Context: an optimization exercise on an open-source flow, tuned for small area. The choices shown serve that exercise and are no tape-out recipe.
Only simulation tests tie the RTL to the original design; equivalence was not proved.
The flow treats the clock pin as an ideal source, which a real chip does not have.
Power is estimated from default activity; no workload was simulated.

$ cat design.v
module crc16_byte (
    input  wire [15:0] crc_in,
    input  wire [7:0]  data,
    output wire [15:0] crc_out
);
    wire [15:0] s0 = crc_in ^ {8'h00, data};
    wire [15:0] s1 = s0[0] ? ((s0 >> 1) ^ 16'hA001) : (s0 >> 1);
    wire [15:0] s2 = s1[0] ? ((s1 >> 1) ^ 16'hA001) : (s1 >> 1);
    wire [15:0] s3 = s2[0] ? ((s2 >> 1) ^ 16'hA001) : (s2 >> 1);
    wire [15:0] s4 = s3[0] ? ((s3 >> 1) ^ 16'hA001) : (s3 >> 1);
    wire [15:0] s5 = s4[0] ? ((s4 >> 1) ^ 16'hA001) : (s4 >> 1);
    wire [15:0] s6 = s5[0] ? ((s5 >> 1) ^ 16'hA001) : (s5 >> 1);
    wire [15:0] s7 = s6[0] ? ((s6 >> 1) ^ 16'hA001) : (s6 >> 1);
    wire [15:0] s8 = s7[0] ? ((s7 >> 1) ^ 16'hA001) : (s7 >> 1);
    assign crc_out = s8;
endmodule
module relay_codec (
    input  wire        clk,
    input  wire        rst,
    input  wire [7:0]  dev_addr,
    input  wire        enabled,
    input  wire        cmd_valid,
    output wire        cmd_ready,
    input  wire [2:0]  cmd_op,
    input  wire [15:0] cmd_start,
    input  wire [15:0] cmd_count,
    input  wire [3:0]  cmd_channel,
    input  wire        cmd_on,
    input  wire [7:0]  cmd_states,
    input  wire [3:0]  cmd_states_len,
    input  wire        cmd_open_ok,
    output wire        tx_valid,
    output wire [7:0]  tx_data,
    input  wire        tx_ready,
    input  wire        tx_timeout,
    input  wire        rx_valid,
    input  wire [7:0]  rx_data,
    input  wire        rx_timeout,
    input  wire        io_fault,
    output wire        res_valid,
    input  wire        res_ready,
    output wire [2:0]  res_kind,
    output wire [2:0]  res_sub,
    output wire [8:0]  res_count,
    output wire [7:0]  res_code,
    output wire [7:0]  res_fc,
    output wire        coil_valid,
    input  wire        coil_ready,
    output wire [7:0]  coil_data,
    output wire        coil_last
);
    localparam OP_READ_COILS  = 3'd0;
    localparam OP_READ_ALL    = 3'd1;
    localparam OP_SET_CHANNEL = 3'd2;
    localparam OP_SET_ALL     = 3'd3;
    localparam OP_DISPOSE     = 3'd4;
    localparam K_OK       = 3'd0;
    localparam K_ARGUMENT = 3'd1;
    localparam K_TIMEOUT  = 3'd2;
    localparam K_PROTOCOL = 3'd3;
    localparam K_CONNECT  = 3'd4;
    localparam K_CONFIG   = 3'd5;
    localparam F_READ = 2'd0;
    localparam F_CHAN = 2'd1;
    localparam F_ALL  = 2'd2;
    localparam F_NONE = 2'd3;
    localparam S_IDLE  = 3'd0;
    localparam S_TX    = 3'd1;
    localparam S_RX    = 3'd2;
    localparam S_RES   = 3'd3;
    localparam S_ALIGN = 3'd4;    
    localparam S_COIL  = 3'd5;
    localparam S_CHECK = 3'd6;    
    localparam NL = 10;
    localparam NR = 25;
    reg  [2:0]  state,     state_n;
    reg         port_open, port_open_n;
    reg         disposed,  disposed_n;
    reg  [1:0]  fk,        fk_n;       
    reg  [15:0] q,         q_n;
    reg  [10:0] qty,       qty_n;      
    reg  [8:0]  cnt,       cnt_n;      
    reg  [15:0] crc,       crc_n;
    reg         addr_ok,   addr_ok_n;
    reg         exc,       exc_n;
    reg         fc_eq,     fc_eq_n;
    reg  [7:0]  b2,        b2_n;       
    reg  [2:0]  r_kind,    r_kind_n;
    reg  [2:0]  r_sub,     r_sub_n;
    reg  [3:0]  phase;
    wire [15:0] rq_a  = q;
    wire [7:0]  hold0 = q[7:0];
    wire [7:0]  hold1 = q[15:8];
    reg  [7:0]  hold0_n, hold1_n;
    reg  [3:0]  m_lo,      m_lo_n;
    reg  [4:0]  m_hi,      m_hi_n;
    reg         hv0,       hv0_n;
    reg         hv1,       hv1_n;
    reg         sh, nsh;               
    reg  [8*NL-1:0] ring [0:NR-1];
    wire        bad_count   = (cmd_count == 16'd0) || (cmd_count > 16'd2000);
    wire        bad_channel = (cmd_channel == 4'd0) || (cmd_channel > 4'd8);
    wire        bad_len     = (cmd_states_len != 4'd8);
    wire [2:0]  chan_index  = cmd_channel[2:0] - 3'd1;
    wire        is_read = (fk == F_READ);
    wire        is_chan = (fk == F_CHAN);
    wire        is_all  = (fk == F_ALL);
    wire [6:0]  fc7     = is_read ? 7'h01 : is_chan ? 7'h05 : 7'h0F;
    wire [3:0]  tx_last = is_all ? 4'd9 : 4'd7;
    wire        tx_body = is_all ? (cnt[3:0] < 4'd8) : (cnt[3:0] < 4'd6);
    wire        tx_crc  = is_all ? (cnt[3:1] == 3'd4) : (cnt[3:1] == 3'd3);
    reg  [7:0]  tx_body_byte;
    always @(*) begin
        case (cnt[2:0])
        3'd0: tx_body_byte = dev_addr;
        3'd1: tx_body_byte = {1'b0, fc7};
        3'd2: tx_body_byte = is_read ? rq_a[15:8] : 8'h00;
        3'd3: tx_body_byte = is_all ? 8'h00 : rq_a[7:0];
        3'd4: tx_body_byte = is_chan ? rq_a[15:8] : {5'd0, qty[10:8]};
        3'd5: tx_body_byte = qty[7:0];
        3'd6: tx_body_byte = 8'h01;
        default: tx_body_byte = rq_a[15:8];
        endcase
    end
    wire [7:0]  tx_byte = tx_crc ? (cnt[0] ? crc[15:8] : crc[7:0]) : tx_body_byte;
    assign tx_data  = tx_byte;
    assign tx_valid = (state == S_TX);
    wire [15:0] crc_next;
    crc16_byte u_crc (
        .crc_in (crc),
        .data   ((state == S_TX) ? tx_byte : rx_data),
        .crc_out(crc_next)
    );
    wire [8:0]  rx_n    = cnt + 9'd1;
    wire        exc_now = (cnt == 9'd1) ? rx_data[7] : exc;
    wire        rx_done = exc_now ? (cnt == 9'd4) :
                          !is_read ? (cnt == 9'd7) :
                          (cnt == {1'b0, b2} + 9'd4);
    wire [7:0]  want_bc = qty[10:3] + {7'd0, qty[2:0] != 3'd0};
    wire        crc_ok  = (crc == 16'h0000);
    wire        coils   = (r_kind == K_OK) && is_read;
    wire        m_full  = (m_hi == NR);
    wire        capture = (state == S_RX) && rx_valid && !io_fault && !rx_timeout &&
                          (cnt >= 9'd3);
    wire [7:0]  exit_b  = ring[NR-1][8*NL-1 -: 8];
    wire [7:0]  tail_mask = (qty[2:0] == 3'd0) ? 8'hFF : ((8'h01 << qty[2:0]) - 8'h01);
    wire [3:0]  phase_n = (phase == NL - 1) ? 4'd0 : phase + 4'd1;
    integer r;
    always @(posedge clk) begin
        ring[0] <= {ring[0][8*NL-9:0],
                    ({8{sh}} & hold0) | ({8{nsh}} & ring[0][8*NL-1 -: 8])};
        for (r = 1; r < NR; r = r + 1)
            ring[r] <= {ring[r][8*NL-9:0],
                        ({8{sh}} & ring[r-1][8*NL-1 -: 8]) | ({8{nsh}} & ring[r][8*NL-1 -: 8])};
    end
    assign cmd_ready  = (state == S_IDLE);
    assign res_valid  = (state == S_RES);
    assign res_kind   = r_kind;
    assign res_sub    = r_sub;
    assign res_count  = cnt;
    wire        exc_res = (r_kind == K_PROTOCOL) && (r_sub == 3'd5);
    assign res_code   = exc_res ? b2 : 8'h00;
    assign res_fc     = exc_res ? {1'b1, fc7} : 8'h00;
    assign coil_valid = (state == S_COIL) && hv0;
    assign coil_data  = hold0;
    assign coil_last  = (b2 == 8'd0);
    always @(*) begin
        state_n     = state;
        port_open_n = port_open;
        disposed_n  = disposed;
        fk_n        = fk;
        qty_n       = qty;
        cnt_n       = cnt;
        crc_n       = crc;
        addr_ok_n   = addr_ok;
        exc_n       = exc;
        fc_eq_n     = fc_eq;
        b2_n        = b2;
        r_kind_n    = r_kind;
        r_sub_n     = r_sub;
        m_lo_n      = m_lo;
        m_hi_n      = m_hi;
        hold0_n     = hold0;
        hold1_n     = hold1;
        q_n         = q;
        hv0_n       = hv0;
        hv1_n       = hv1;
        if (sh) begin
            if (m_lo == NL - 1) begin
                m_lo_n = 4'd0;
                m_hi_n = m_hi + 5'd1;
            end else
                m_lo_n = m_lo + 4'd1;
        end
        if (state == S_COIL) begin
            if (sh) begin
                hold0_n = exit_b & ((b2 == 8'd1) ? tail_mask : 8'hFF);
                hv0_n   = 1'b1;
                b2_n    = b2 - 8'd1;
            end else if (coil_ready)
                hv0_n   = 1'b0;
        end else if (sh && hv0) begin
            hold0_n = hv1 ? hold1 : rx_data;
            hv0_n   = hv1 || capture;
            hold1_n = rx_data;
            hv1_n   = hv1 && capture;
        end else if (capture) begin
            if (!hv0) begin
                hold0_n = rx_data;
                hv0_n   = 1'b1;
            end else begin
                hold1_n = rx_data;
                hv1_n   = 1'b1;
            end
        end
        case (state)
        S_IDLE: begin
            if (cmd_valid) begin
                cnt_n  = 9'd0;
                b2_n   = 8'd0;
                m_lo_n = 4'd0;
                m_hi_n = 5'd0;
                hv0_n  = 1'b0;
                hv1_n  = 1'b0;
                fk_n   = F_NONE;
                state_n = S_RES;
                if (cmd_op == OP_DISPOSE) begin
                    port_open_n = 1'b0;
                    disposed_n  = 1'b1;
                    r_kind_n = K_OK; r_sub_n = 3'd0;
                end else if (cmd_op == OP_READ_COILS && bad_count) begin
                    r_kind_n = K_ARGUMENT; r_sub_n = 3'd1;
                end else if (cmd_op == OP_SET_CHANNEL && bad_channel) begin
                    r_kind_n = K_ARGUMENT; r_sub_n = 3'd3;
                end else if (cmd_op == OP_SET_ALL && bad_len) begin
                    r_kind_n = K_ARGUMENT; r_sub_n = 3'd4;
                end else if (!enabled) begin
                    r_kind_n = K_CONFIG; r_sub_n = 3'd1;
                end else if (disposed) begin
                    r_kind_n = K_CONNECT; r_sub_n = 3'd2;
                end else if (!port_open && !cmd_open_ok) begin
                    r_kind_n = K_CONNECT; r_sub_n = 3'd1;
                end else begin
                    port_open_n = 1'b1;
                    crc_n       = 16'hFFFF;
                    state_n     = S_TX;
                    case (cmd_op)
                    OP_READ_COILS: begin
                        fk_n   = F_READ;
                        q_n = cmd_start;
                        qty_n  = cmd_count[10:0];
                    end
                    OP_READ_ALL: begin
                        fk_n   = F_READ;
                        q_n = 16'h0000;
                        qty_n  = 11'd8;
                    end
                    OP_SET_CHANNEL: begin
                        fk_n   = F_CHAN;
                        q_n = {{8{cmd_on}}, 5'd0, chan_index};
                        qty_n  = 11'd0;
                    end
                    default: begin  
                        fk_n   = F_ALL;
                        q_n = {cmd_states, 8'h00};
                        qty_n  = 11'd8;
                    end
                    endcase
                end
            end
        end
        S_TX: begin
            if (tx_timeout) begin
                r_kind_n = K_TIMEOUT; r_sub_n = 3'd2;
                state_n  = S_RES;
            end else if (tx_ready) begin
                if (tx_body)
                    crc_n = crc_next;
                cnt_n = cnt + 9'd1;
                if (cnt[3:0] == tx_last) begin
                    crc_n   = 16'hFFFF;
                    cnt_n   = 9'd0;
                    exc_n   = 1'b0;
                    state_n = S_RX;
                end
            end
        end
        S_RX: begin
            if (io_fault) begin
                r_kind_n = K_CONNECT; r_sub_n = 3'd3;
                cnt_n    = 9'd0;
                state_n  = S_RES;
            end else if (rx_timeout) begin
                r_kind_n = K_TIMEOUT; r_sub_n = 3'd1;
                state_n  = S_RES;
            end else if (rx_valid) begin
                crc_n = crc_next;
                cnt_n = rx_n;
                if (cnt == 9'd0) addr_ok_n = (rx_data == dev_addr);
                if (cnt == 9'd1) begin
                    exc_n   = rx_data[7];
                    fc_eq_n = (rx_data[6:0] == fc7);
                end
                if (cnt == 9'd2) b2_n = rx_data;
                if (rx_done) begin
                    cnt_n   = 9'd0;
                    state_n = S_CHECK;
                end
            end
        end
        S_CHECK: begin
            state_n = S_RES;
            if (!crc_ok) begin
                r_kind_n = K_PROTOCOL; r_sub_n = 3'd1;
            end else if (!addr_ok) begin
                r_kind_n = K_PROTOCOL; r_sub_n = 3'd2;
            end else if (exc) begin
                r_kind_n = K_PROTOCOL;
                r_sub_n  = fc_eq ? 3'd5 : 3'd3;
            end else if (!fc_eq) begin
                r_kind_n = K_PROTOCOL; r_sub_n = 3'd3;
            end else if (is_read && b2 != want_bc) begin
                r_kind_n = K_PROTOCOL; r_sub_n = 3'd4;
            end else begin
                r_kind_n = K_OK; r_sub_n = 3'd0;
                if (is_read)
                    state_n = S_ALIGN;
            end
        end
        S_ALIGN: begin
            if (m_full)
                state_n = S_RES;
        end
        S_RES: begin
            if (res_ready) begin
                m_lo_n  = 4'd0;
                m_hi_n  = 5'd0;
                hv0_n   = 1'b0;
                state_n = coils ? S_COIL : S_IDLE;
            end
        end
        S_COIL: begin
            if (coil_ready && hv0 && b2 == 8'd0)
                state_n = S_IDLE;
        end
        default: state_n = S_IDLE;
        endcase
        if (state != S_IDLE && state != S_TX)
            q_n = {hold1_n, hold0_n};
    end
    wire        lane_n = (phase_n == m_lo_n);
    wire        sh_n   = lane_n &&
                         (((m_hi_n != NR) &&
                           (((state_n == S_RX) && hv0_n) || (state_n == S_ALIGN))) ||
                          ((state_n == S_COIL) && !hv0_n && (b2_n != 8'd0)));
    always @(posedge clk) begin
        if (rst) begin
            state     <= S_IDLE;
            port_open <= 1'b0;
            disposed  <= 1'b0;
            r_kind    <= K_OK;
            r_sub     <= 3'd0;
            fk        <= F_NONE;
            cnt       <= 9'd0;
            hv0       <= 1'b0;
            hv1       <= 1'b0;
            m_lo      <= 4'd0;
            m_hi      <= 5'd0;
            phase     <= 4'd0;
            sh        <= 1'b0;
            nsh       <= 1'b1;
        end else begin
            state     <= state_n;
            port_open <= port_open_n;
            disposed  <= disposed_n;
            r_kind    <= r_kind_n;
            r_sub     <= r_sub_n;
            fk        <= fk_n;
            cnt       <= cnt_n;
            hv0       <= hv0_n;
            hv1       <= hv1_n;
            m_lo      <= m_lo_n;
            m_hi      <= m_hi_n;
            phase     <= phase_n;
            sh        <= sh_n;
            nsh       <= !sh_n;
        end
        q       <= q_n;
        qty     <= qty_n;
        crc     <= crc_n;
        addr_ok <= addr_ok_n;
        exc     <= exc_n;
        fc_eq   <= fc_eq_n;
        b2      <= b2_n;
    end
endmodule
$ cat flow/run.sh
#!/bin/bash
set -euo pipefail
export BUFFER_PORTS_ARGS="-buffer_cell sky130_fd_sc_hd__buf_1"
RES=orfs/results/sky130hd/relay_codec/base
LOGS=orfs/logs/sky130hd/relay_codec/base
base="-sink_clustering_enable -repair_clock_nets -dont_use_dummy_load -buf_list sky130_fd_sc_hd__buf_12"
tries=(
  "-sink_clustering_size 28 -sink_clustering_max_diameter 60"
  "-sink_clustering_size 32 -sink_clustering_max_diameter 60"
  "-sink_clustering_size 30 -sink_clustering_max_diameter 50"
  "-sink_clustering_size 26 -sink_clustering_max_diameter 70"
  "-sink_clustering_size 28 -sink_clustering_max_diameter 50"
  "-sink_clustering_size 24 -sink_clustering_max_diameter 60"
  "-sink_clustering_size 26 -sink_clustering_max_diameter 50"
  "-sink_clustering_size 28 -sink_clustering_max_diameter 45"
  "-sink_clustering_size 22 -sink_clustering_max_diameter 60"
  "-sink_clustering_size 20 -sink_clustering_max_diameter 40"
)
best=""
best_area=""
i=0
for t in "${tries[@]}"; do
  i=$((i + 1))
  rm -f $RES/4_* $LOGS/4_*
  export CTS_ARGS="$base $t"
  echo "CTS try $i: $CTS_ARGS" >> cts_tries.log
  if ! bash standard.sh cts > standard_cts_$i.log 2>&1; then
    echo "  failed" >> cts_tries.log
    continue
  fi
  CTS_ODB=$RES/4_cts.odb CTS_SDC=$RES/4_cts.sdc SLEW_OUT=slew_$i.txt \
    openroad -no_init -exit flow/clk_slew.tcl > slew_$i.log 2>&1 || continue
  read -r s a < slew_$i.txt
  echo "  largest clock pin slew $s ns, cell area $a um2" >> cts_tries.log
  if awk -v s="$s" -v a="$a" -v b="${best_area:-1e99}" 'BEGIN { exit !(s <= 0.112 && a < b) }'; then
    best=$i
    best_area=$a
    rm -rf keep
    mkdir -p keep/res keep/logs
    cp $RES/4_* keep/res/
    cp $LOGS/4_* keep/logs/
  fi
done
rm -f $RES/4_* $LOGS/4_*
if [[ -n "$best" ]]; then
  echo "kept try $best" >> cts_tries.log
  cp keep/res/* $RES/
  cp keep/logs/* $LOGS/
else
  echo "none qualified: ORFS default CTS" >> cts_tries.log
  unset CTS_ARGS
  bash standard.sh cts > standard_cts_default.log 2>&1
fi
bash standard.sh finish > standard.log 2>&1
$ cat flow/clk_slew.tcl
# After CTS: the largest slew at a flip-flop clock pin (ns, with placement
# parasitics) and the total cell area (um2), written to the file named by
# SLEW_OUT as "slew area".
set plat $::env(FLOW_HOME)/platforms/sky130hd
read_lef $plat/lef/sky130_fd_sc_hd.tlef
read_lef $plat/lef/sky130_fd_sc_hd_merged.lef
read_liberty $plat/lib/sky130_fd_sc_hd__tt_025C_1v80.lib
read_db $::env(CTS_ODB)
read_sdc $::env(CTS_SDC)
source $plat/setRC.tcl
estimate_parasitics -placement
set mx 0
foreach pin [get_pins -hierarchical */CLK] {
  set s [get_property $pin slew_max]
  if {$s > $mx} { set mx $s }
}
set area 0
foreach inst [[ord::get_db_block] getInsts] {
  set m [$inst getMaster]
  set area [expr {$area + [$m getWidth] * [$m getHeight] / 1e6}]
}
puts "largest clock pin slew: $mx ns, cell area: $area um2"
set f [open $::env(SLEW_OUT) w]
puts $f "$mx $area"
close $f
$ cat standard.sh
#!/bin/bash
# synth_recipe.tcl (not shown) runs the flow's synth.tcl, then flattens the netlist and writes it again
# the make line also repeats each setting of config.mk as NAME=value (left out here)
make -C /OpenROAD-flow-scripts/flow DESIGN_CONFIG=/design/flow/config.mk WORK_HOME=/design/flow/orfs CLKGATE_MAP_FILE= SYNTH_SCRIPT=/design/flow/synth_recipe.tcl "${@:-finish}"
$ cat config.mk
export PLATFORM = sky130hd
export DESIGN_NAME = relay_codec
export DESIGN_NICKNAME = relay_codec
export VERILOG_FILES = /design/flow/design.v
export SDC_FILE = /design/flow/constraint.sdc
export NUM_CORES = 4
export LEC_CHECK = 0
export CAP_MARGIN = 20
export CORE_MARGIN = 2
export CORE_UTILIZATION = 74
export PLACE_DENSITY = 0.82
export SLEW_MARGIN = 20
$ cat constraint.sdc
create_clock -name core_clock -period 10.0 [get_ports {clk}]
set_input_delay 2.0000 -clock core_clock [delete_from_list [all_inputs] [get_ports {clk}]]
set_output_delay 2.0000 -clock core_clock [all_outputs]
set_load 0.01 [all_outputs]
==> results of run 1 <==
[per-stage QoR]
step | cell area (um2) | worst slack, ns | hold WS (ns) | total power [mW]
after floorplan | 49200 | 4.71 | 0.310 | 8.95
after global placement | 50500 | 4.57 | 0.310 | 9.10
after detailed placement | 50500 | 4.46 | 0.312 | 9.10
after CTS | 53300 | 4.30 | 0.266 | 13.9
after global routing | 53300 | 4.04 | 0.284 | 14.2
final | 53300 | 4.33 | 0.272 | 13.8
[state kept, by name (all words and copies together), names as in the netlist]
signal,flops
ring,2000
m_hi,5
r_sub,3
state,3
r_kind,3
fc_eq,1
crc,16
q,16
b2,8
hv1,1
exc,1
m_lo,4
disposed,1
qty,11
phase,4
nsh,1
addr_ok,1
port_open,1
sh,1
fk,2
cnt,9
hv0,1
[placed cells by master (no fill, tap or decap), drive strengths merged, types with 22 or more instances in the layout]
cell type / instances
nor3: 24
nand3: 32
edfxtp: 46
nor4: 22
nor2: 84
a21oi: 48
buf: 279
a22o: 201
nand2: 95
o21ai: 54
xnor2: 42
inv: 40
dfxtp: 2047
and2: 26
[power by group through the flow]
stage               combinational, mW  sequential, mW  clock [mW]
finish                          0.464            8.49        4.88
global route                    0.497            8.49        5.17
CTS                             0.452            8.49        4.93
detailed placement              0.438            8.67           0
global placement                0.428            8.67           0
floorplan                       0.316            8.64           0
[per-layer routing]
metal / global-route usage / part of all wire
met1: 0.400 / 0.38
met2: 0.553 / 0.49
met3: 0.0715 / 0.065
met4: 0.179 / 0.059
met5: 0 / 0.00052
[worst min path at each step]
| stage | start | to | slack [ns] | cells after the start |
|---|---|---|---|---|
| after floorplan | ring[0][2] | ring[0][10] | 0.31 | 0 |
| after global placement | ring[7][10] | ring[7][18] | 0.31 | 0 |
| after detailed placement | ring[12][0] | ring[12][8] | 0.31 | 0 |
| after CTS | ring[0][23] | ring[0][31] | 0.27 | 0 |
| after global routing | ring[0][12] | ring[0][20] | 0.28 | 0 |
| final | ring[0][23] | ring[0][31] | 0.27 | 0 |
[layout make-up]
type	count	area, um2	area share
inverter	41	154	0.00289
tap	864	1080	0.0203
multi-input combinational	915	6300	0.118
sequential	2093	42400	0.795
clock buffer	140	2800	0.0526
antenna	2	5.00	0.0000939
timing repair buffer	139	563	0.0106
[kinds of logic after synthesis]
family,Yosys count
simple gates,400
mux,21
buf+inv,144
other cells,1
fa+ha+maj,15
flops,2093
xor+xnor,64
compound gates,412
[worst max-delay path: stages (launching register included)]
cell	delay, ns
dfxtp_1	0.97
inv_1	0.27
ha_1	0.44
nor4_1	0.48
a311o_4	0.27
nand2_1	0.09
and3_1	0.18
nor2_1	0.17
buf_1	0.18
==> metrics.md, run 1 <==
| Metric | Value |
|---|---|
| Status | finished clean |
| Minimum clock period | 5.67 ns |
| Vias in the first global route | 25888 |
| EDFF count, synth | 46 |
| Startpoint types | register |
| Top FF cell, synth | dfxtp_1 |
| Seq cells post-synth | 2093 |
| Yosys warnings | 2 |
| Clock Pin Slew Worst Setup and Hold Paths | 0.06 ns |
| Adder-cell area share of the yosys netlist | 0.00381 |
| Wirelength per Cell | 26.3 um |
| DRC violations left | 0 |
| Slew HR | 0.212 |
| Netlist cell types | 77 |
| Leak | 20.7 nW |
| Setup TNS | 0 ns |
| DR pass1 iterations | 10 |
| Syn Inst Count | 3150 |
| Sw Ratio | 0.220 |
| Largest family of logic cells by synthesized area | compound AO/OA/AOI/OAI gates |
| Peak VDD IR | 0.181 mV |
| Clk buf depth | 3 |
| Number of buffers created by CTS | 140 |
| Synth Area per Inst | 15.6 um2 |
| P&R area growth vs syn | 8.26% |
| I/O pin total | 132 |
| Post-synth top area share | 0.833 |
| Switching pwr | 3.05 mW |
| Setup-failing EPs final | 0 |
| Cell area after synthesis | 49200 um2 |
| Post-Layout Cell Count | 4194 |
| Initial core utilization | 0.749 |
| Fmax | 0.176 GHz |
| # rows | 94 |
| CTS root buffer | buf_12 |
| Sequential area share after synthesis | 0.861 |
| Sink Count | 2093 |
| DRT iter0 DRCs | 2651 |
| Post-synth ARST share | 0 |
| Worst Path Class, Setup | register to output pin |
| Initial antenna violation count | 6 |
| Max FO, Critical Path | 26 |
| Sequential Power Share | 0.614 |
| Multiplexer share of the synthesized area | 0.00437 |
| Hpwl dp | 56.7 mm |
| Worst Tran Pin Value | 1.18 ns |
| Post-synth top cells | dfxtp_1 (2047), a22o_1 (201), nand2_1 (95) |
| CP Data Required Time | 8.00 ns |
| CTS resizes | 0 |
| Post-route ant nets | 0 |
| Chip width | 262 um |
| Clock power share | 0.352 |
| Most frequent cell after synthesis | dfxtp_1 |
| Hold Crit Class | register to register |
| Vias per cell | 5.76 |
| Critical Path Sink Type | output pin |
| Post-synthesis compound-gate area fraction | 0.0646 |
| Routed wire length | 110 mm |
| Final Hold Vio Count | 0 |
| Fillers | 2802 |
| Top post-synthesis cells by area | dfxtp_1 (83%), a22o_1 (3.6%), edfxtp_1 (2.8%) |
| Hold_buf cts | 0 |
| Critical path endpoint | tx_data[6] |
| Cell count of the worst reg-to-reg path | 9 |
| First-pass GRT wire length | 165 mm |
| Crit path from | cnt[0] |
| Aggregate global routing overflow | 0 |
| Max cap viols | 0 |
| Slew Viols, Final | 0 |
| Post-CTS setup buffers | 0 |
| Vias | 24168 |
| Area leader, netlist | dfxtp_1 |
| H-Tree Level Count | 4 |
| Routability cong. | 0.894 |
| Largest net degree at the start of global routing | 81 |
| Inst Count DP | 4052 |
| PortBufs | 128 |
| Crit share post-route | 0.567 |
| Synth Area in XOR/XNOR | 0.0124 |
| Combinational Power Share | 0.034 |
| R2r endpoint | nsh |
| Reg-to-reg setup timing slack | 5.33 ns |
| Final Util | 0.810 |
| Clk Latency, worst-skew pair | 0.70 ns |
| Die area | 68600 um2 |
| Tot GR Track Use | 0.329 |
| Share of layout cells above drive strength 1 | 0.0544 |
| Die Ht | 262 um |
| Clock skew after layout | 0.0913 ns |
| TritonCTS clock tree | yes |
| Worst R2R Start | sh |
| RSZ-0062 raised after global routing | no |
| Core area | 65700 um2 |
| NumNets Final | 3425 |
| Data arrival, critical path | 3.67 ns |
| Simple-gate portion of the synthesized area | 0.0423 |
| Internal power | 10.8 mW |
| Power per cell area | 260 nW/um2 |
==> run 2: changes to the inputs <==
--- a/flow/run.sh
+++ b/flow/run.sh
@@ -16,8 +16,7 @@
   "-sink_clustering_size 22 -sink_clustering_max_diameter 60"
   "-sink_clustering_size 20 -sink_clustering_max_diameter 40"
 )
-best=""
-best_area=""
+: > cts_tries.log
 i=0
 for t in "${tries[@]}"; do
   i=$((i + 1))
@@ -32,23 +31,48 @@
     openroad -no_init -exit flow/clk_slew.tcl > slew_$i.log 2>&1 || continue
   read -r s a < slew_$i.txt
   echo "  largest clock pin slew $s ns, cell area $a um2" >> cts_tries.log
-  if awk -v s="$s" -v a="$a" -v b="${best_area:-1e99}" 'BEGIN { exit !(s <= 0.112 && a < b) }'; then
-    best=$i
-    best_area=$a
-    rm -rf keep
-    mkdir -p keep/res keep/logs
-    cp $RES/4_* keep/res/
-    cp $LOGS/4_* keep/logs/
+  echo "$i $s $a" >> cts_results.txt
+  mkdir -p keep_$i/res keep_$i/logs
+  cp $RES/4_* keep_$i/res/
+  cp $LOGS/4_* keep_$i/logs/
+done
+
+# the try with the least area whose slew is at most $1 ns, or nothing
+pick() {
+  [[ -f cts_results.txt ]] || return 0
+  awk -v lim="$1" '$2 <= lim { print $3, $1 }' cts_results.txt | sort -g | head -1 | awk '{ print $2 }'
+}
+
+finish_with() {
+  rm -f $RES/4_* $LOGS/4_* $RES/5_* $LOGS/5_* $RES/6_* $LOGS/6_*
+  if [[ -n "$1" ]]; then
+    echo "finishing with try $1" >> cts_tries.log
+    cp keep_$1/res/* $RES/
+    cp keep_$1/logs/* $LOGS/
+  else
+    echo "finishing with ORFS default CTS" >> cts_tries.log
+    unset CTS_ARGS
+    bash standard.sh cts > standard_cts_default.log 2>&1
   fi
-done
-rm -f $RES/4_* $LOGS/4_*
-if [[ -n "$best" ]]; then
-  echo "kept try $best" >> cts_tries.log
-  cp keep/res/* $RES/
-  cp keep/logs/* $LOGS/
-else
-  echo "none qualified: ORFS default CTS" >> cts_tries.log
-  unset CTS_ARGS
-  bash standard.sh cts > standard_cts_default.log 2>&1
+  bash standard.sh finish > standard_$2.log 2>&1
+}
+
+final_slew_ok() {
+  FINAL_ODB=$RES/6_final.odb FINAL_SDC=$RES/6_final.sdc FINAL_SPEF=$RES/6_final.spef \
+    SLEW_OUT=final_slew_$1.txt openroad -no_init -exit flow/final_slew.tcl > final_slew_$1.log 2>&1 || return 1
+  s=$(cat final_slew_$1.txt)
+  echo "  after routing: largest clock pin slew $s ns" >> cts_tries.log
+  awk -v s="$s" 'BEGIN { exit !(s <= 0.118) }'
+}
+
+first=$(pick 0.120)
+finish_with "$first" 1
+if ! final_slew_ok 1; then
+  second=$(pick 0.108)
+  if [[ -n "$second" && "$second" != "$first" ]]; then
+    finish_with "$second" 2
+    final_slew_ok 2 || finish_with "" 3
+  else
+    finish_with "" 3
+  fi
 fi
-bash standard.sh finish > standard.log 2>&1
==> flow/final_slew.tcl (new file) <==
# After finish: the largest flip-flop clock-pin slew (ns) with the final
# layout's extracted parasitics, written to the file named by SLEW_OUT.
set plat $::env(FLOW_HOME)/platforms/sky130hd
read_lef $plat/lef/sky130_fd_sc_hd.tlef
read_lef $plat/lef/sky130_fd_sc_hd_merged.lef
read_liberty $plat/lib/sky130_fd_sc_hd__tt_025C_1v80.lib
read_db $::env(FINAL_ODB)
read_sdc $::env(FINAL_SDC)
read_spef $::env(FINAL_SPEF)
set mx 0
foreach pin [get_pins -hierarchical */CLK] {
  set s [get_property $pin slew_max]
  if {$s > $mx} { set mx $s }
}
puts "largest clock pin slew after routing: $mx"
set f [open $::env(SLEW_OUT) w]
puts $f $mx
close $f
==> run 2 against run 1 <==
Compared with the run above: final cell count fell by 1.2%; worst setup slack improved by 0.044 ns; clock-buffer cell count fell by 52; largest cell class unchanged.
==> metrics.md, run 2 <==
| Metric | Value |
|---|---|
| Status | finished clean |
| Post-synth ARST share | 0 |
| Clock skew after layout | 0.119 ns |
| Simple-gate portion of the synthesized area | 0.0423 |
| Final Hold Vio Count | 0 |
| Die Ht | 262 um |
| WHS Path Cells | 0 |
| Tot GR Track Use | 0.295 |
| Worst Path Class, Setup | register to output pin |
| Sequential area share after synthesis | 0.861 |
| PortBufs | 128 |
| Inst Count DP | 4052 |
| Largest net degree at the start of global routing | 81 |
| Post-synth top cells | dfxtp_1 (2047), a22o_1 (201), nand2_1 (95) |
| Commonest non-fill, non-tap cell in the layout | dfxtp_1 |
| Core area | 65700 um2 |
| Seq cells post-synth | 2093 |
| Top post-synthesis cells by area | dfxtp_1 (83%), a22o_1 (3.6%), edfxtp_1 (2.8%) |
| Clk Latency, worst-skew pair | 0.62 ns |
| Sink Count | 2093 |
| Most frequent cell after synthesis | dfxtp_1 |
| I/O pin total | 132 |
| Setup TNS | 0 ns |
| P&R area growth vs syn | 6.16% |
| Post-route ant nets | 0 |
| Critical Path Sink Type | output pin |
| R2r endpoint | nsh |
| Reg-to-reg setup timing slack | 5.27 ns |
| Max FO, Critical Path | 26 |
| Leak | 20.3 nW |
| Cell area after synthesis | 49200 um2 |
| # rows | 94 |
| H-Tree Level Count | 3 |
| Hpwl dp | 56.7 mm |
| Clk buf depth | 3 |
| Yosys warnings | 2 |
| RSZ-0062 raised after global routing | no |
| Number of buffers created by CTS | 88 |
| Startpoint types | register |
| Chip width | 262 um |
| Minimum clock period | 5.63 ns |
| Routed wire length | 99.7 mm |
| Post-synthesis compound-gate area fraction | 0.0646 |
| Multiplexer share of the synthesized area | 0.00437 |
| Netlist cell types | 77 |
| CTS resizes | 0 |
| Hold endpoint | ring[0][15] |
| Post-CTS setup buffers | 0 |
| Max cap viols | 0 |
| Hold Crit Class | register to register |
| Worst R2R Start | sh |
| Max reg flops | 2000 |
| Post-synth top area share | 0.833 |
| Slew Viols, Final | 0 |
| NumNets Final | 3373 |
| Power per cell area | 243 nW/um2 |
| DR pass1 iterations | 8 |
| Synth Area in XOR/XNOR | 0.0124 |
| CP Data Required Time | 8.00 ns |
| Die area | 68600 um2 |
| Final worst slack | 4.37 ns |
| CTS root buffer | buf_12 |
| Setup-failing EPs final | 0 |
| Total power draw | 12.7 mW |
| Most flop-heavy register | ring |
| Most frequent cells in the layout | dfxtp_1 (2045), a22o_1 (201), buf_1 (128), nand2_1 (95), buf_12 (88) |
| First-pass GRT wire length | 151 mm |
| DRC violations left | 0 |
| DRT iter0 DRCs | 2091 |
| EDFF count, synth | 46 |
| Peak VDD IR | 0.197 mV |
| Clock Pin Slew Worst Setup and Hold Paths | 0.11 ns |
| Share of layout cells above drive strength 1 | 0.0394 |
| Synth Area per Inst | 15.6 um2 |
| Vias per cell | 5.54 |
| Top FF cell, synth | dfxtp_1 |
| Aggregate global routing overflow | 0 |
| Wirelength per Cell | 24.1 um |
| Cell count of the worst reg-to-reg path | 9 |
| Largest registers | ring (2000), crc (16), q (16) |
| Vias in the first global route | 24397 |
| Pre-CTS WS | 4.46 ns |
| Adder-cell area share of the yosys netlist | 0.00381 |
| Vias | 22931 |
| Area leader, netlist | dfxtp_1 |
| Routability cong. | 0.894 |
| Slew HR | 0.251 |
| Syn Inst Count | 3150 |
| HP Start | ring[0][7] |
| Fmax | 0.178 GHz |
| Crit share post-route | 0.563 |
| TritonCTS clock tree | yes |
| Largest family of logic cells by synthesized area | compound AO/OA/AOI/OAI gates |
| Data arrival, critical path | 3.63 ns |
| Hold_buf cts | 0 |
| Post-Layout Cell Count | 4142 |
| Worst Tran Pin Value | 1.12 ns |
| Initial core utilization | 0.749 |
| Initial antenna violation count | 5 |
[run 2: cell count changes in the layout (fill, tap and decap cells not counted), sizes merged]
cell  delta
buf     -52
[run 2: power breakdown]
group          switching, mW  total [mW]  internal [mW]
combinational          0.269       0.452          0.183
clock                   2.40        3.78           1.37
sequential            0.0643        8.48           8.41
[run 2: area by class of cell]
class                      count  area [um2]
timing repair buffer         139         563
multi-input combinational    915        6310
antenna                        2        5.00
fill                        3053       13500
tap                          864        1080
sequential                  2093       42400
inverter                      41         154
clock buffer                  88        1760
[run 2: through the flow]
| stage | util | cell area (um2) | hold WS, ns |
|---|---|---|---|
| finish | 0.795 | 52200 | 0.259 |
| global placement | 0.767 | 50500 | 0.310 |
| global route | 0.795 | 52200 | 0.254 |
| floorplan | - | 49200 | 0.310 |
| detailed placement | 0.767 | 50500 | 0.312 |
| CTS | 0.794 | 52200 | 0.261 |
[run 2: critical path: stages (launching register included)]
cell and delay, ns:
dfxtp_1 0.98, inv_1 0.26, ha_1 0.45, nor4_1 0.48, a311o_4 0.27, nand2_1 0.09, and3_1 0.18, nor2_1 0.19
buf_1 0.19
[run 2: metal layers]
metal / wire, um / GRT usage
met5: 39 / 0
met4: 3280 / 0.103
met3: 5500 / 0.0488
met2: 49900 / 0.507
met1: 41000 / 0.382
[run 2: cell families (layout without fill, tap and decap cells)]
logic type / after synthesis / count (layout)
other: 1 / 5
DFF: 2093 / 2093
xor gates and xnor gates: 64 / 64
buffers and inverters: 144 / 268
adders and majority gates: 15 / 15
AOI/OAI and AO/OA: 412 / 412
muxes: 21 / 21
and+or+nand+nor: 400 / 400
[run 2: worst max path at each step]
| stage | end | slack, ns | startpoint | cells after the start |
|---|---|---|---|---|
| floorplan | crc[0] | 4.71 | cmd_count[11] | 5 |
| global placement | q[11] | 4.57 | cmd_count[0] | 8 |
| detailed placement | q[15] | 4.46 | cmd_count[0] | 8 |
| CTS | tx_data[6] | 4.30 | cnt[0] | 8 |
| global route | tx_data[6] | 4.11 | cnt[0] | 8 |
| finish | tx_data[6] | 4.37 | cnt[0] | 8 |
==> run 3: changes to the inputs <==
--- a/flow/run.sh
+++ b/flow/run.sh
@@ -62,13 +62,13 @@
     SLEW_OUT=final_slew_$1.txt openroad -no_init -exit flow/final_slew.tcl > final_slew_$1.log 2>&1 || return 1
   s=$(cat final_slew_$1.txt)
   echo "  after routing: largest clock pin slew $s ns" >> cts_tries.log
-  awk -v s="$s" 'BEGIN { exit !(s <= 0.118) }'
+  awk -v s="$s" 'BEGIN { exit !(s <= 0.120) }'
 }
 
-first=$(pick 0.120)
+first=$(pick 0.124)
 finish_with "$first" 1
 if ! final_slew_ok 1; then
-  second=$(pick 0.108)
+  second=$(pick 0.114)
   if [[ -n "$second" && "$second" != "$first" ]]; then
     finish_with "$second" 2
     final_slew_ok 2 || finish_with "" 3
==> run 3 against run 2 <==
Compared with the run above: still clean; clock-buffer cell count increased by 157; synthesized area is the same; highest routed layer unchanged; critical endpoint unchanged; synthesized cell count is the same; die area unchanged; core utilization up 6.1 points.
==> metrics.md, run 3 <==
| Metric | Value |
|---|---|
| H-Tree Level Count | 4 |
| Synth Area per Inst | 15.6 um2 |
| Crit share post-route | 0.591 |
| Sequential standard cell area | 42400 um2 |
| Setup TNS | 0 ns |
| Routed wire length | 126 mm |
| Final Hold Vio Count | 0 |
| Seq cells post-synth | 2093 |
| Netlist cell types | 77 |
| WP buf/inv | 2 |
| P&R area growth vs syn | 14.3% |
| CP cell instances | inv_1 > ha_1 > nor4_1 > a311o_4 > nand2_1 > and3_1 > nor2_1 > buf_1 |
| Vias | 25903 |
| Hold Crit Class | register to register |
| Clock Pin Slew Worst Setup and Hold Paths | 0.07 ns |
| EDFF count, synth | 46 |
| DR pass1 iterations | 10 |
| Inst Count DP | 4052 |
| DRC violations left | 0 |
| Initial antenna violation count | 15 |
| Fmax | 0.169 GHz |
| Top FF cell, synth | dfxtp_1 |
| CTS root buffer | clkbuf_16 |
| Vias in the first global route | 27887 |
| Vias per cell | 5.95 |
| Slew Viols, Final | 0 |
| Total power draw | 15.9 mW |
| Aggregate global routing overflow | 0 |
| TritonCTS clock tree | yes |
| Status | finished clean |
| RSZ-0062 raised after global routing | no |
| Worst Path Class, Setup | register to output pin |
| Top post-synthesis cells by area | dfxtp_1 (83%), a22o_1 (3.6%), edfxtp_1 (2.8%) |
| Peak VDD IR | 0.220 mV |
| Die area | 68600 um2 |
| Chip width | 262 um |
| Core area | 65700 um2 |
| Crit path from | cnt[0] |
| Leak | 22.3 nW |
| Fin area | 56300 um2 |
| Most frequent cell after synthesis | dfxtp_1 |
| Hold_buf cts | 0 |
| Slew HR | 0.251 |
| Tot GR Track Use | 0.373 |
| Post-synth top cells | dfxtp_1 (2047), a22o_1 (201), nand2_1 (95) |
| Hpwl dp | 56.7 mm |
| Clock skew after layout | 0.0374 ns |
| Cell count of the worst reg-to-reg path | 9 |
| Max FO, Critical Path | 26 |
| Critical Path Sink Type | output pin |
| Reg-to-reg setup timing slack | 4.36 ns |
| Post-CTS setup buffers | 0 |
| Yosys warnings | 2 |
| Power per cell area | 283 nW/um2 |
| Post-Layout Cell Count | 4356 |
| Startpoint types | register |
| Clk buf depth | 3 |
| Pre-CTS WS | 4.46 ns |
| Max reg flops | 2000 |
| R2r endpoint | nsh |
| DRT iter0 DRCs | 3092 |
| Syn Inst Count | 3150 |
| Most flop-heavy register | ring |
| Post-synth ARST share | 0 |
| Fillers | 2243 |
| Minimum clock period | 5.91 ns |
| Multi-input logic area | 6320 um2 |
| Die Ht | 262 um |
| Number of buffers created by CTS | 170 |
| Area leader, netlist | dfxtp_1 |
| PortBufs | 128 |
| Final worst slack | 4.09 ns |
| Data arrival, critical path | 3.91 ns |
| First-pass GRT wire length | 184 mm |
| Levels on crit path | 8 |
| Cell area after synthesis | 49200 um2 |
| Largest net degree at the start of global routing | 81 |
| Worst R2R Start | sh |
| Setup-failing EPs final | 0 |
| NumNets Final | 3455 |
| Initial core utilization | 0.749 |
| Worst path max stage delay | 1.01 ns |
| Final Util | 0.856 |
| Commonest non-fill, non-tap cell in the layout | dfxtp_1 |
| Max cap viols | 0 |
| Post-synth top area share | 0.833 |
| CP max-delay cell | dfxtp_1 |
| Placed Area | 50500 um2 |
| I/O pin total | 132 |
| CTS resizes | 0 |
| Largest registers | ring (2000), crc (16), q (16) |
| Hold Slack | 0.299 ns |
| # rows | 94 |
| Crit path max-delay family | flip-flops |
| Critical path endpoint | tx_data[6] |
| Post-route ant nets | 0 |
| Sink Count | 2093 |
| Most frequent cells in the layout | dfxtp_1 (2045), a22o_1 (201), clkbuf_16 (174), buf_1 (128), nand2_1 (95) |
| Clk Latency, worst-skew pair | 0.78 ns |
| Share of layout cells above drive strength 1 | 0.0872 |
| Wirelength per Cell | 28.9 um |
| Worst Tran Pin Value | 1.12 ns |
| CP Data Required Time | 8.00 ns |
| Sequential area share after synthesis | 0.861 |
| Routability cong. | 0.894 |
-- run 3: cell counts after synthesis --
Identical to the previous run, type by type.
-- run 3: cell families after synthesis --
kind of cell / count (synthesis) / synth area share
other cells: 1 / 0.0000762
fa+ha+maj: 15 / 0.00381
compound gates: 412 / 0.0646
flops: 2093 / 0.861
xor+xnor: 64 / 0.0124
simple gates: 400 / 0.0423
buf+inv: 144 / 0.0117
mux: 21 / 0.00437
-- run 3: final cells by class --
class | count | share of cell area
Tap cell | 864 | 0.0192
Multi-Input combinational cell | 915 | 0.112
Antenna cell | 7 | 0.000311
Clock inverter | 52 | 0.0139
Inverter | 41 | 0.00274
Timing Repair Buffer | 139 | 0.0100
Clock buffer | 245 | 0.0885
Sequential cell | 2093 | 0.753
-- run 3: routing by layer --
metal,wire (um),global-route usage
met5,107,0.000694
met4,8550,0.222
met3,11000,0.123
met2,60900,0.614
met1,45200,0.426
-- run 3: power by group --
part	switching (mW)	internal, mW	total (mW)
registers	0.0701	8.41	8.48
logic	0.307	0.183	0.490
clock network	3.20	3.77	6.97
-- run 3: worst min-delay path by stage --
stage / start / end / slack (ns) / cells after the start
global placement: ring[7][10] / ring[7][18] / 0.31 / 0
floorplan: ring[0][2] / ring[0][10] / 0.31 / 0
global route: ring[0][6] / ring[0][14] / 0.30 / 0
CTS: ring[0][6] / ring[0][14] / 0.30 / 0
detailed placement: ring[12][0] / ring[12][8] / 0.31 / 0
finish: ring[0][6] / ring[0][14] / 0.30 / 0

re-timing with driven ports:
Ports are ideal in the flow. The routed layouts listed here were re-timed in OpenROAD. Step 1 sets driving cells, clkbuf_16 on the clock port and buf_2 on the other inputs (assumed; they add their load-dependent delay and slew). Step 2, shift: input delay + t, output delay - t, t = (earliest + latest rising clock arrival at the registers) / 2. This alone moves slack from input paths to output paths. Slacks: ideal / step 1 / step 2; pairs: ideal / step 1.
run | t (ns) | setup WS [ns] | worst hold slack (ns)
run 1 | 0.724 | 4.328 / 4.256 / 4.350 | 0.272 / 0.272 / 0.272
run 2 | 0.637 | 4.372 / 4.305 / 4.379 | 0.259 / 0.259 / 0.259
run 3 | 0.834 | 4.094 / 4.017 / 4.156 | 0.299 / 0.299 / 0.299
After both steps setup and hold are still met in every run listed.
